From an optimization exercise on the open Yosys and OpenROAD flow, aimed at small area, a short achievable clock period and few clock cycles per item; shortcuts taken in it are not production practice.
Function was checked by simulation only, so behaviour that the tests miss may differ from the original.

## lane 2
## tone_biquad
module tone_biquad (
    input  wire         clk,
    input  wire         rst,
    input  wire         cmd_valid,
    output wire         cmd_ready,
    input  wire [1:0]   cmd_op,
    input  wire [159:0] cmd_data,
    output wire         y_valid,
    input  wire         y_ready,
    output wire [31:0]  y
);
    localparam [31:0] C_03 = 32'h3E99_999A;
    function [23:0] pfx_add24;
        input [23:0] x, y;
        input        cin;
        reg   [23:0] g, p, g0, p0;
        integer l, i, j;
        begin
            g0 = x & y; p0 = x ^ y;
            g = g0; p = p0;
            g[0] = g0[0] | (p0[0] & cin);
            for (l = 0; l < 5; l = l + 1)
                for (i = 0; i < 24; i = i + 1)
                    if ((i >> l) & 1) begin
                        j = ((i >> l) << l) - 1;
                        g[i] = g[i] | (p[i] & g[j]);
                        p[i] = p[i] & p[j];
                    end
            pfx_add24 = p0 ^ {g[22:0], cin};
        end
    endfunction
    function [31:0] scl;
        input [31:0] v;
        input        k2;                
        reg   [7:0]  e;
        reg   [23:0] m, f1, f2;
        begin
            e  = v[30:23];
            m  = {|e, v[22:0]};
            f1 = pfx_add24({1'b0, m[23:1]}, 24'd0, m[0] & m[1]);
            f2 = pfx_add24({2'b00, m[23:2]}, 24'd0, m[1] & (m[0] | m[2]));
            if (&e)
                scl = v;
            else if (e > {6'd0, k2, ~k2})
                scl = {v[31], e - {6'd0, k2, ~k2}, v[22:0]};
            else if (k2 && e != 8'd2)
                scl = {v[31], 7'd0, f2};
            else
                scl = {v[31], 7'd0, f1};
        end
    endfunction
    function [31:0] dbl;
        input [31:0] v;
        begin
            if (&v[30:23])
                dbl = v;
            else if (v[30:23] == 8'd254)
                dbl = {v[31], 8'hFF, 23'd0};
            else if (v[30:23] == 8'd0)
                dbl = {v[31], v[29:0], 1'b0};
            else
                dbl = {v[31], v[30:23] + 8'd1, v[22:0]};
  ...
==> flow/config.mk <==
export PLATFORM = sky130hd
export DESIGN_NAME = tone_biquad
export DESIGN_NICKNAME = tone_biquad
export VERILOG_FILES = /design/flow/design.v
export SDC_FILE = /design/flow/constraint.sdc
export NUM_CORES = 4
export LEC_CHECK = 0
export ABC_AREA = 1
export CAP_MARGIN = 20
export CORE_MARGIN = 2
export CORE_UTILIZATION = 40
export SLEW_MARGIN = 20
==> flow/constraint.sdc <==
create_clock -name core_clock -period 17.5 [get_ports {clk}]
set_input_delay 3.5000 -clock core_clock [delete_from_list [all_inputs] [get_ports {clk}]]
set_output_delay 3.5000 -clock core_clock [all_outputs]
set_load 0.01 [all_outputs]
standard.sh (not shown) runs the stock make flow with config.mk's settings and CLKGATE_MAP_FILE= SYNTH_SCRIPT=/design/flow/synth_recipe.tcl, a recipe that flattens the netlist after the stock synthesis.
==> flow/flow/run.sh <==
#!/bin/bash
# Standard layout, with timing repair aiming at 11 ns of setup slack
# (a shorter achieved period) instead of 0. Constraints are unchanged.
set -euo pipefail
export SETUP_SLACK_MARGIN=11
bash standard.sh > standard.log 2>&1
Testbench counts of lane 2, summed over its fixed seeds: cycles 14,544, items 2,048.
Inputs modified between lane 2 and lane 4:
--- a/flow/design.v
+++ b/flow/design.v
@@ -43,13 +43,13 @@
     wire [47:0] rs, rc;
     mul24_rows u_rows (.a(ma), .b(mb), .s(rs), .c(rc));
     reg [47:0]  r1_s, r1_c;
     reg [7:0]   r1_sh;
     reg [8:0]   r1_e;       
     reg         r1_nrm, r1_sy, r1_nan, r1_inf, r1_zero;
-    always @(posedge clk) begin
+    always @(posedge clk) if (en) begin
         r1_s    <= rs;
         r1_c    <= rc;
         r1_sh   <= sh;
         r1_e    <= e46[8:0];
         r1_nrm  <= nrm;
         r1_sy   <= sy;
@@ -1206,15 +1206,15 @@
             pfx_add = p0 ^ {g[26:0], cin};
         end
     endfunction
     wire [26:0] aq   = ge ? align(mb, dab[7:0]) : align(ma, dba);
     wire [26:0] ap   = {mp, 3'b000};
     wire [27:0] s1   = pfx_add({1'b0, ap}, {1'b0, aq} ^ {28{esub}}, esub);
-    wire [24:0] s2   = {1'b0, mb} - {1'b0, ma};    
-    wire        neg  = esub & (xa == xb) & ~s2[24] & (|s2[23:0]);
-    wire [27:0] s    = neg ? {1'b0, s2[23:0], 3'b000} : s1;
+    wire [23:0] s2   = mb - ma;
+    wire        neg  = esub & (xa == xb) & (mb > ma);
+    wire [27:0] s    = neg ? {1'b0, s2, 3'b000} : s1;
     wire        sr   = neg ? sq : sp;
     wire        snan = a_nan | b_nan | (a_inf & b_inf & esub);
     wire        sinf = a_inf | b_inf;
     wire        sinfs = a_inf ? sa : sb;
     reg [27:0]  r_s;
     reg [7:0]   r_xp;
### Flow results
On critical path buffer and inverter count, the lower figure sits with lane 2, not lane 4.
Number of setup buffers added after CTS is higher on lane 4
Going from lane 2 to lane 4, clock distribution area overhead in the final layout -0.30 points, routed length on met1 grew by 2300 microns, utilization decreased 0.62 points, final cell area excluding filler cells rose 1.1%.
End point of the critical path = u_mul.r1_c[27]: lane 2; end point of the critical path = u_add.r_nan: lane 4
Between lane 4 and lane 2, the wire length per cell after detailed routing does not differ in any meaningful way.
Via count of the first global-routing pass: higher on lane 2
In the metrics for lane 2 and lane 4, the one carrying the lower number of signal-net inverters in the final layout is lane 2.
Testbench counts of lane 4, summed over its fixed seeds: cycles 14,544, items 2,048.

[what the ideal ports hide]
No port has a modelled driver above. Below, the same layouts with a new extraction and two added sets of constraints.
Step 1, drivers: a clkbuf_16 drives clk and a buf_2 each remaining input, both assumed.
Step 2 times the ports against the registers' clock, not the clock port: input delays grow and output delays shrink by t, the midpoint of the rising clock arrivals with the driver on.
a / b / c = ideal ports / drivers / drivers and shift; a / b = the first two.
| run | t (ns) | setup WS [ns] | worst hold slack (ns) | worst data-port slew with drivers (ns) | cell pins on the clock port's net |
|---|---|---|---|---|---|
| lane 2 | 0.760 | 11.100 / 11.100 / 10.601 | 0.400 / 0.400 / 0.400 | 0.10 | 1 |
| lane 4 | 0.766 | 10.870 / 10.870 / 10.510 | 0.403 / 0.403 / 0.403 | 0.11 | 1 |
After both steps every run listed still meets setup and hold. The setup slack of lane 2, which loses most, moves by 0.000 ns with the drivers and by -0.499 ns with both steps.
